Source: an optimization exercise on an open RTL-to-GDS flow (aim: small area and few clock cycles). Production flows keep margins and buffers that such runs may drop.
Only simulation tests tie the RTL to the original design; equivalence was not proved.
No activity file was given, so power comes from the tool's default toggle rates.

==> flow/run.sh <==
#!/bin/bash
# synth_recipe.tcl (not shown) runs the flow's synth.tcl, then flattens the netlist and writes it again
# the make line also repeats each setting of config.mk as NAME=value (left out here)
make -C /OpenROAD-flow-scripts/flow DESIGN_CONFIG=/design/flow/config.mk WORK_HOME=/design/flow/orfs CLKGATE_MAP_FILE= SYNTH_SCRIPT=/design/flow/synth_recipe.tcl finish
==> flow/config.mk <==
export PLATFORM = sky130hd
export DESIGN_NAME = klb_rx
export DESIGN_NICKNAME = klb_rx
export VERILOG_FILES = /design/flow/design.v
export SDC_FILE = /design/flow/constraint.sdc
export NUM_CORES = 4
export LEC_CHECK = 0
export CAP_MARGIN = 20
export CORE_MARGIN = 2
export CORE_UTILIZATION = 40
export SLEW_MARGIN = 20
==> flow/constraint.sdc <==
create_clock -name core_clock -period 8.0 [get_ports {clk}]
set_input_delay 1.6000 -clock core_clock [delete_from_list [all_inputs] [get_ports {clk}]]
set_output_delay 1.6000 -clock core_clock [all_outputs]
set_load 0.01 [all_outputs]
==> flow/design.v <==
module klb_rx (
    input  wire        clk,
    input  wire        rst,              
    input  wire        in_valid,
    input  wire [7:0]  in_data,
    output wire        in_ready,
    output wire        out_valid,
    output wire [7:0]  out_data,
    input  wire        out_ready,
    output reg  [7:0]  length_errors,
    output reg  [7:0]  crc_errors,
    output reg  [7:0]  sequence_errors,
    output reg  [7:0]  overflow_errors
);
    localparam PACKET_LENGTH = 32;
    localparam MAXP          = 128;      
    localparam [7:0] FEND  = 8'hC0;
    localparam [7:0] FESC  = 8'hDB;
    localparam [7:0] TFEND = 8'hDC;
    localparam [7:0] TFESC = 8'hDD;
    localparam [1:0] F_LEN  = 2'd0,
                     F_BODY = 2'd1,
                     F_RSSI = 2'd2,
                     F_ST1  = 2'd3;
    localparam [2:0] O_IDLE  = 3'd0,
                     O_OPEN  = 3'd1,
                     O_CMD   = 3'd2,
                     O_DATA  = 3'd3,
                     O_ESC   = 3'd4,
                     O_CLOSE = 3'd5;
    reg [1:0]  fstate;
    reg [7:0]  blen;             
    reg [7:0]  bidx;             
    reg [7:0]  bcd;              
    reg        in_chain;
    reg [7:0]  prev_cd;
    reg [7:0]  rlen;             
    reg [7:0]  buffer [0:MAXP-1];
    reg [2:0]  ostate;
    reg [7:0]  olen;
    reg [7:0]  optr;
    wire accept = in_valid && in_ready;
    wire send   = out_valid && out_ready;
    assign in_ready = (ostate == O_IDLE);
    wire       len_ok  = (blen >= 8'd1) && (blen <= PACKET_LENGTH - 1);
    wire [7:0] plen    = blen - 8'd1;               
    wire [8:0] new_len = {1'b0, rlen} + {1'b0, plen};
    wire [7:0] wr_pos  = rlen + bidx - 8'd1;        
    reg [7:0] cur;
    reg [7:0] out_byte;
    always @(*) begin
        cur = buffer[optr[6:0]];
        case (ostate)
            O_CMD:   out_byte = 8'h00;
            O_DATA:  out_byte = (cur == FEND || cur == FESC) ? FESC : cur;
            O_ESC:   out_byte = (cur == FEND) ? TFEND : TFESC;
            default: out_byte = FEND;
        endcase
    end
    assign out_valid = (ostate != O_IDLE);
    assign out_data  = out_byte;
    always @(posedge clk) begin
        if (rst) begin
            fstate          <= F_LEN;
            blen            <= 8'd0;
            bidx            <= 8'd0;
            bcd             <= 8'd0;
            in_chain        <= 1'b0;
            prev_cd         <= 8'd0;
            rlen            <= 8'd0;
            ostate          <= O_IDLE;
            olen            <= 8'd0;
            optr            <= 8'd0;
            length_errors   <= 8'd0;
            crc_errors      <= 8'd0;
            sequence_errors <= 8'd0;
            overflow_errors <= 8'd0;
        end else begin
            if (accept) begin
                case (fstate)
                F_LEN: begin
                    blen   <= in_data;
                    bidx   <= 8'd0;
                    fstate <= (in_data == 8'd0) ? F_RSSI : F_BODY;
                end
                F_BODY: begin
                    if (bidx == 8'd0)
                        bcd <= in_data;
                    else if (len_ok && wr_pos < MAXP)
                        buffer[wr_pos[6:0]] <= in_data;
                    bidx <= bidx + 8'd1;
                    if (bidx == blen - 8'd1)
                        fstate <= F_RSSI;
                end
                F_RSSI: fstate <= F_ST1;
                default: begin       
                    fstate <= F_LEN;
                    if (!len_ok) begin
                        length_errors <= length_errors + 8'd1;
                        in_chain      <= 1'b0;
                        rlen          <= 8'd0;
                    end else if (!in_data[7]) begin
                        crc_errors <= crc_errors + 8'd1;
                        in_chain   <= 1'b0;
                        rlen       <= 8'd0;
                    end else if (in_chain && bcd != prev_cd - 8'd1) begin
                        sequence_errors <= sequence_errors + 8'd1;
                        in_chain        <= 1'b0;
                        rlen            <= 8'd0;
                    end else if (new_len > MAXP) begin
                        overflow_errors <= overflow_errors + 8'd1;
                        in_chain        <= 1'b0;
                        rlen            <= 8'd0;
                    end else begin
                        prev_cd <= bcd;
                        if (bcd == 8'd0) begin
                            in_chain <= 1'b0;
                            rlen     <= 8'd0;
                            olen     <= new_len[7:0];
                            optr     <= 8'd0;
                            ostate   <= O_OPEN;
                        end else begin
                            in_chain <= 1'b1;
                            rlen     <= new_len[7:0];
                        end
                    end
                end
                endcase
            end
            if (send) begin
                case (ostate)
                O_OPEN: ostate <= O_CMD;
                O_CMD:  ostate <= (olen == 8'd0) ? O_CLOSE : O_DATA;
                O_DATA: begin
                    if (cur == FEND || cur == FESC)
                        ostate <= O_ESC;
                    else begin
                        optr <= optr + 8'd1;
                        if (optr == olen - 8'd1)
                            ostate <= O_CLOSE;
                    end
                end
                O_ESC: begin
                    optr <= optr + 8'd1;
                    ostate <= (optr == olen - 8'd1) ? O_CLOSE : O_DATA;
                end
                default: ostate <= O_IDLE;    
                endcase
            end
        end
    end
endmodule
==> results.txt <==
[worst paths after layout]
check | slack [ns] | endpoint
worst min-delay path | 0.49 | in_chain
worst min register to register | 0.49 | in_chain
worst max-delay path | 0.88 | out_data[1]
worst max register to register | 2.69 | buffer[79][5]
[metrics by stage]
| step | instances | hold slack [ns] | setup slack, ns | utilization, % | instance area (um^2) |
|---|---|---|---|---|---|
| global placement | 3988 | 0.467 | 1.68 | 42.2 | 47500 |
| CTS | 4196 | 0.485 | 0.877 | 45.6 | 51300 |
| detailed placement | 3988 | 0.472 | 1.61 | 42.2 | 47500 |
| global route | 4196 | 0.506 | 0.673 | 45.6 | 51300 |
| finish | 4197 | 0.490 | 0.884 | 45.6 | 51300 |
| floorplan | 2517 | 0.450 | 3.61 | - | 45400 |
[cell usage in the layout, fill, tap and decap left out, types with 16 or more instances in the layout]
master / Yosys / layout
sky130_fd_sc_hd__nor2_1: 247 / 247
sky130_fd_sc_hd__nand2_1: 136 / 135
sky130_fd_sc_hd__ha_1: 37 / 37
sky130_fd_sc_hd__a31oi_1: 17 / 17
sky130_fd_sc_hd__clkbuf_1: 49 / 16
sky130_fd_sc_hd__clkinv_2: 0 / 20
sky130_fd_sc_hd__mux4_2: 256 / 256
sky130_fd_sc_hd__bufinv_16: 0 / 18
sky130_fd_sc_hd__o21ai_1: 16 / 16
sky130_fd_sc_hd__nor3_1: 20 / 20
sky130_fd_sc_hd__a21oi_1: 32 / 32
sky130_fd_sc_hd__inv_1: 47 / 46
sky130_fd_sc_hd__dfxtp_1: 94 / 90
sky130_fd_sc_hd__clkbuf_16: 0 / 114
sky130_fd_sc_hd__clkinv_1: 0 / 21
sky130_fd_sc_hd__nand3_1: 48 / 47
sky130_fd_sc_hd__xnor2_1: 39 / 39
sky130_fd_sc_hd__edfxtp_1: 1024 / 1024
sky130_fd_sc_hd__a221oi_1: 20 / 20
sky130_fd_sc_hd__xor2_1: 41 / 41
sky130_fd_sc_hd__mux2i_1: 74 / 74
sky130_fd_sc_hd__nand4_1: 24 / 24
sky130_fd_sc_hd__clkdlybuf4s50_1: 0 / 44
sky130_fd_sc_hd__buf_4: 12 / 45
[flip-flops by register name, indices dropped and copies added, names as in the netlist]
name	flops
olen	8
sequence_errors	8
crc_errors	8
optr	8
length_errors	8
in_chain	1
bidx	8
blen	8
rlen	8
fstate	2
overflow_errors	8
buffer	1024
ostate	3
prev_cd	8
bcd	8
[metal layers]
metal | up-vias | share of wire (%) | GRT usage, % | wire (um)
li1 | 10200 | - | - | -
met1 | 12600 | 42 | 26.7 | 46900
met2 | 949 | 48 | 31.1 | 54300
met3 | 212 | 6.7 | 2.95 | 7580
met4 | 0 | 3.5 | 7.05 | 3900
met5 | - | 0 | 0 | 0
[cells by family (layout without fill, tap and decap cells)]
logic type,Yosys count,after routing
flops,1118,1118
simple gates,550,550
mux,338,338
compound gates,220,220
buf+inv,172,351
xor+xnor,80,80
fa+ha+maj,39,39
other cells,0,1
[layout make-up]
class	count	area [um^2]	share of cell area [%]
multi-input cells	1227	11900	23.2
diodes	1	2.50	0.00488
inverters	48	180	0.351
clock buffers	130	2910	5.68
flip-flops and latches	1118	32600	63.7
clock inverters	78	901	1.76
well taps	1500	1880	3.66
repair buffers	95	883	1.72
[worst max-delay path: stages (launching register included)]
cell	delay, ns
sky130_fd_sc_hd__dfxtp_4	0.74
sky130_fd_sc_hd__buf_12	0.42
sky130_fd_sc_hd__mux4_2	0.57
sky130_fd_sc_hd__mux4_2	0.51
sky130_fd_sc_hd__o21ai_0	0.56
sky130_fd_sc_hd__and4_1	0.35
sky130_fd_sc_hd__and4b_1	0.33
sky130_fd_sc_hd__o21a_1	0.25
sky130_fd_sc_hd__nor2_1	0.09
sky130_fd_sc_hd__nor2_1	0.33
sky130_fd_sc_hd__clkdlybuf4s50_1	0.61
[power breakdown]
group / total [mW] / switching (mW) / internal [mW]
combinational: 0.288 / 0.218 / 0.0701
clock: 5.45 / 2.26 / 3.19
sequential: 6.39 / 0.0103 / 6.38
==> flow_metrics.py <==
metrics = {
    "status": {
        "outcome": "complete, no violations",
    },
    "synth": {
        "dominant_combinational_cell_family_by_area_after_synthesis": "multiplexers",
        "commonest_cells_post_synth": "sky130_fd_sc_hd__edfxtp_1, sky130_fd_sc_hd__mux4_2, sky130_fd_sc_hd__nor2_1, sky130_fd_sc_hd__nand2_1, sky130_fd_sc_hd__dfxtp_1",
        "post_synth_cell_types": 70,
        "synth_flop_cell": "sky130_fd_sc_hd__edfxtp_1",
        "yosysSeqAreaShare_pct": 71.8,
        "synth_seq_cells": 1118,
        "post-synth-top-count-cell": "sky130_fd_sc_hd__edfxtp_1",
        "synth_top_area_share_pct": 67.7,
        "yosys.area_share.adder_pct": 1.11,
        "synth-warning-count": 1,
        "synth_edf_count": 1024,
        "netlist_instances": 2517,
        "synth_top_area_cell": "sky130_fd_sc_hd__edfxtp_1",
        "synth_simple_gate_area_share_pct": 5.41,
        "multiplexer_share_of_the_synthesized_area_pct": 14.5,
        "synth_xor_area_share_pct": 1.54,
        "synth_compound_area_share_pct": 3.54,
        "post_synth.cell_area_avg_um2": 18.0,
        "post_synth_instance_area_um2": 45400,
        "post_synth_main_area_contributors": "sky130_fd_sc_hd__edfxtp_1, sky130_fd_sc_hd__mux4_2, sky130_fd_sc_hd__dfxtp_1",
        "syn-num-nets": 2568,
        "asyncSetResetFlopFracSynth_pct": 0,
    },
    "clock_network": {
        "cts.repair.resized": 0,
        "htree_num_levels": 3,
        "clk_latency_ns": 0.70,
        "postCtsSetupRepairBufs": 0,
        "root_buffer": "sky130_fd_sc_hd__clkbuf_16",
        "clkTransAtPathRegs_ns": 0.06,
        "cts.sink_count": 1118,
        "clock_tree.buffer_depth": 3,
        "cts_tree": "yes",
        "cts_inserted_buffers": 113,
        "cts_hold_buf": 0,
    },
    "route": {
        "wirelength_um": 113000,
        "drcViolationCount": 0,
        "vias": 24000,
        "postRouteAntennaNets": 0,
        "detail_route.wl_per_cell_um": 26.8,
        "average_vias_per_placed_instance": 5.72,
        "drt_iter0_markers": 2404,
        "detailedRoute.firstPassIterationCount": 5,
    },
    "critical_path": {
        "critical_path_peak_fanout": 52,
        "element_type_at_the_critical_path_end": "output pin",
        "worst_path_required_time_ns": 6.40,
        "timing.critical_path.arrival_ns": 5.52,
        "regToRegStartpoint": "bidx[1]",
        "critical_path_class": "flip-flop to output pin",
        "reg2regPathDepth": 14,
        "worstSetupStartpoint": "optr[0]",
        "startpoint_type": "flip-flop",
    },
    "grt": {
        "grt_antenna_before_repair": 3,
        "grt_max_degree": 85,
        "global_route.usage.total_pct": 19.3,
        "first_global_vias": 24400,
        "overflow": 0,
        "grt_first_pass_wirelength_um": 165000,
    },
    "sta": {
        "report.final.slew_viol_count": 0,
        "min_period_over_period_pct": 89.0,
        "setup_tns_ns": 0,
        "period_minus_slack_ns": 7.12,
        "fin_worst_skew_ns": 0.0317,
        "rsz0062_at_grt": "false",
        "transition_time_at_the_pin_with_the_least_slew_margin_ns": 1.09,
        "hold_viol": 0,
        "fmax_ghz": 0.141,
        "max-slew-margin-rel_pct": 27.0,
        "finalSetupViolations": 0,
    },
    "pwr": {
        "peakVddDrop_v": 0.000191,
        "power.density_cell_area_nw_per_um2": 236,
        "total_leakage_power_nw": 16.0,
        "p_total_mw": 12.1,
    },
    "cells_and_area": {
        "design.final.nets": 2654,
        "layout-drive-gt1-share_pct": 18.8,
        "area_growth_pct": 12.9,
        "filler_cell_count": 9463,
    },
    "floorplan": {
        "fp.coreArea_um2": 112000,
        "floorplan.rows": 123,
        "i_o_pin_count": 54,
        "start_util_pct": 40.4,
        "total_die_area_um2": 116000,
        "dieHeight_um": 341,
        "die_w_um": 341,
    },
    "placement": {
        "place_congestion": 0.877,
        "dp_hpwl_um": 70600,
        "placement.io_buffers": 53,
    },
    "worst_hold_path": {
        "origin_of_the_worst_min_delay_path": "in_chain",
        "min_path_type": "flip-flop to flip-flop",
        "hold-path-cell-count": 2,
    },
    "run": {
        "drv_cap": 0,
    },
}
Testbench counts, summed over its fixed seeds: cycles 51,459.

## what the ideal ports hide
No port has a modelled driver above. Below, the same layout with a new extraction and two added sets of constraints.
Step 1, drivers: a clkbuf_16 drives clk and a buf_2 each remaining input, both assumed.
Step 2 moves the port delays by t, midway between the first and last clock arrival at a register: inputs arrive t later, outputs are due t later. That takes back most of the time a late clock gives input paths.
a / b / c = no drivers / after step 1 / after step 2; a / b = the first two.
t (ns): 0.756
slack for setup (ns): 0.884 / 0.815 / 1.571
latest minus earliest clock arrival (ns): 0.032 / 0.031
After both steps this run still meets setup and hold. For this run, drivers alone change the setup slack by -0.069 ns; drivers and shift together by +0.687 ns.
